Background: an optimization exercise with open tools, aiming at small area, a short achievable clock period and few clock cycles. Do not read the settings as production practice.
At most, simulation tests tie the RTL to the original design; equivalence was not proved.
Power figures rest on the tool's default switching activity, not on a simulated workload.

## before
==> flow/design.v (excerpt) <==
module cmdproc (
    input  wire        clk,
    input  wire        rst,           
    input  wire        start,
    input  wire [63:0] start_base,
    input  wire [31:0] start_count,
    output wire        idle,
    output wire        done,
    output wire        faulted,
    output wire [2:0]  f_code,
    output wire        f_hdr_valid,
    output wire [63:0] f_hdr_addr,
    output wire [31:0] f_hdr_word,
    output wire        f_call_valid,
    output wire [13:0] f_method,
    output wire [2:0]  f_subch,
    output wire [1:0]  f_argi,
    output wire        f_value_valid,
    output wire [31:0] f_value,
    output wire        xl_req,
    output wire [63:0] xl_va,
    input  wire        xl_rsp,
    input  wire        xl_err,
    input  wire [63:0] xl_pa,
    output wire        rd_req,
    output wire [63:0] rd_addr,
    input  wire        rd_rsp,
    input  wire        rd_err,
    input  wire [31:0] rd_data,
    output wire        ev_valid,
    output wire [2:0]  ev_kind,
    output wire [13:0] ev_method,
    output wire [2:0]  ev_subch,
    output wire [31:0] ev_value,
    output wire [1:0]  ev_rem,
    output wire [1:0]  ev_len,
    output wire [31:0] ev_code0,
    output wire [31:0] ev_code1,
    output wire [31:0] ev_code2
);
For scale: ~1800 cells after synthesis.
Settings: LEC_CHECK=0, CAP_MARGIN=20, CORE_MARGIN=2, CORE_UTILIZATION=40, SETUP_SLACK_MARGIN=5, SLEW_MARGIN=20, TNS_END_PERCENT=1; clock period 8.0 ns.
standard.sh (not shown) runs the stock make flow with config.mk's settings and CLKGATE_MAP_FILE= SYNTH_SCRIPT=/design/flow/synth_recipe.tcl, a recipe that flattens the netlist after the stock synthesis.
==> flow/flow/run.sh <==
#!/bin/bash
# Standard layout, with the port buffers made from the smallest buffer cell
# and a clock tree of small buffers without dummy loads.
set -e
export BUFFER_PORTS_ARGS="-buffer_cell sky130_fd_sc_hd__buf_1"
export CTS_ARGS="-sink_clustering_enable -repair_clock_nets -dont_use_dummy_load -buf_list sky130_fd_sc_hd__clkbuf_4"
bash standard.sh > standard.log 2>&1
Both conditions hold for before: the flow ran to the end and the final layout passed the timing, design-rule and antenna checks.
diff inputs: before => after
- TNS_END_PERCENT changed from 1 to 4
- before tops out at a higher clock frequency than after.
- Diff before -> after: clock insertion delay at the later pin of the skew report about even; routed wirelength normalized by instance count picked up an extra about 1.3%; sequential share of layout area went down.
- Re global-route usage: before was lower than after.
- Re synthesis-to-layout area growth: before and after aren't equal, and the higher value belongs to after.
- Diff before -> after: setup slack after layout dropped 0.018 ns; met3 wire length climbed about 4%.
No functional check of the RTL was part of any run of this note.

========
run 1:
Another version of the RTL of cmdproc (not shown whole).
Size: about 1800 cells after synthesis, ~310 flip-flops, ~640 I/O pins, roughly 18000 um^2 of cells after synthesis.
clock: 8.0 ns
lec_check: 0
cap_margin: 20
core_margin: 2
core_utilization: 55
place_density: 0.68
setup_slack_margin: 5
slew_margin: 20
tns_end_percent: 4
Scripts as last shown in full above: flow/flow/run.sh
Testbench counts of run 1, summed over its fixed seeds: cycles 20,254.
For run 2, these inputs were changed with respect to run 1:
- PLACE_DENSITY: 0.68 -> unset
- CORE_UTILIZATION: 55 -> 40
Measured against each other, run 1 and run 2 differ in die area, the lower figure coming from run 1. Looking at number of gates given a new drive strength after cts, run 2 sits 7 below run 1. Where hold slack is concerned, run 1 is outperformed by run 2. A last element of the critical path of rd_req is what run 1 shows, while done belongs to run 2. Synthesis-to-layout area growth up 1.3 points in run 2 wrt run 1. Going from run 1 to run 2, global-route usage over all layers went down; final non-filler cell area went up; utilization of the core after routing went down. Routed wire in run 2 totals less than in run 1.
#### Input delta (run 3 over run 2)
==> flow/flow/run.sh <==
#!/bin/bash
# Standard layout, with the port buffers made from the smallest buffer cell
# and a clock tree of clusters of about 16 flip-flops, without dummy loads.
set -e
export BUFFER_PORTS_ARGS="-buffer_cell sky130_fd_sc_hd__buf_1"
export CTS_ARGS="-sink_clustering_enable -repair_clock_nets -dont_use_dummy_load -buf_list sky130_fd_sc_hd__clkbuf_8 -sink_clustering_size 16 -sink_clustering_max_diameter 80"
bash standard.sh > standard.log 2>&1
--- outcome ---
Lower routed wirelength normalized by instance count was reported by run 2, not run 3. Run 2 and run 3 ended up with roughly the same met2 usage in global routing. Higher worst hold margin goes to run 3 over run 2. Comparing run 3 with run 2, the area occupied by registers came out essentially unchanged. The run showing the smaller initial antenna violation count is run 3. Overall power came out lower on run 3 than on run 2. Relative to run 2, share of total power in combinational logic has increased by 0.9 points in run 3. Highest clock rate up 0.55% in run 3 wrt run 2. Relative to run 2, the total number of nets in the final design measured on run 3 has decreased by a few percent.
What run 4 does differently from run 3 at the input level:
- TNS_END_PERCENT now 1, was 4
==> flow/flow/run.sh <==
#!/bin/bash
# Standard layout, with the port buffers made from the smallest buffer cell
# and a clock tree of small buffers without dummy loads.
set -e
export BUFFER_PORTS_ARGS="-buffer_cell sky130_fd_sc_hd__buf_1"
export CTS_ARGS="-sink_clustering_enable -repair_clock_nets -dont_use_dummy_load -buf_list sky130_fd_sc_hd__clkbuf_4"
bash standard.sh > standard.log 2>&1
==> notes.md <==
Going from run 3 to run 4, worst setup margin went down, total wire length after detailed routing went down, met3 wirelength from detailed routing went down. Run 4 ended up with a higher clock buffer count in the final layout than run 3 did. Compared with run 3, run 4 shows a share of power burned in combinational logic that is 2.3 points lower. Compared with run 3, in run 4 initial antenna violation count went up by 4, total power draw went up by 8.7%, via count was more or less identical. Sort run 4 and run 3 by arrival time at the worst endpoint, descending, and run 4 comes first. Fmax: run 4 lower than run 3.

========
cmdproc, a different RTL version from the one above (not shown whole).
Size: roughly 1700 cells after synthesis, ~290 flip-flops, ~17000 um^2 of cells after synthesis.
Settings: LEC_CHECK=0, CAP_MARGIN=20, CORE_MARGIN=2, CORE_UTILIZATION=40, SETUP_SLACK_MARGIN=5, SLEW_MARGIN=20, TNS_END_PERCENT=30; clock period 8.0 ns.
==> flow/flow/run.sh <==
#!/bin/bash
# Standard layout, with the port buffers made from the smallest buffer cell.
set -e
export BUFFER_PORTS_ARGS="-buffer_cell sky130_fd_sc_hd__buf_1"
bash standard.sh > standard.log 2>&1
The starting point produced a clean layout.
Testbench counts at the start, summed over its fixed seeds: cycles 20,248.
Then changed:
- TNS_END_PERCENT: 30 -> 10
The changed run produced a clean layout.
Count of clock-buffer cells in the layout climbs by 8.
Wire length came out lower by 7.7%.
Synthesized cell count does not change.
Setup slack is better by 0.062 ns.
Global-route usage came out lower by 2.3 points.
Via count decreases by 1.3%.
Sequential share of layout area is higher by 1.1 points.

==> re-timing with driven ports <==
Ports are ideal in the flow. The routed layouts listed here were re-timed in OpenROAD.
Step 1: set_driving_cell puts a clkbuf_16 on clk and a buf_2 on each other input, an assumption about the parent block.
Step 2, shift: input delay + t, output delay - t, t = (earliest + latest rising clock arrival at the registers) / 2. This alone moves slack from input paths to output paths.
Slacks: no drivers / after step 1 / after step 2; pairs: no drivers / after step 1.
run | shift t [ns] | setup slack, ns | hold slack, ns | pins driven straight from the clock port
before | 0.812 | 3.328 / 3.271 / 3.404 | 0.469 / 0.469 / 0.469 | 1
after | 0.820 | 3.310 / 3.252 / 3.528 | 0.469 / 0.469 / 0.469 | 1
run 1 | 0.756 | 3.748 / 3.713 / 3.476 | 0.480 / 0.480 / 0.480 | 1
run 2 | 0.844 | 3.781 / 3.760 / 3.381 | 0.502 / 0.502 / 0.502 | 1
run 3 | 0.642 | 3.804 / 3.782 / 3.728 | 0.510 / 0.510 / 0.510 | 1
run 4 | 0.842 | 3.775 / 3.751 / 3.391 | 0.505 / 0.505 / 0.505 | 1
the first run of note 3 | 0.635 | 3.566 / 3.486 / 3.486 | 0.454 / 0.454 / 0.454 | 1
the second run of note 3 | 0.583 | 3.628 / 3.570 / 3.504 | 0.465 / 0.465 / 0.465 | 1
After both steps setup and hold are still met in every run listed. The setup slack of run 2, which loses most, moves by -0.021 ns with the drivers and by -0.400 ns with both steps.
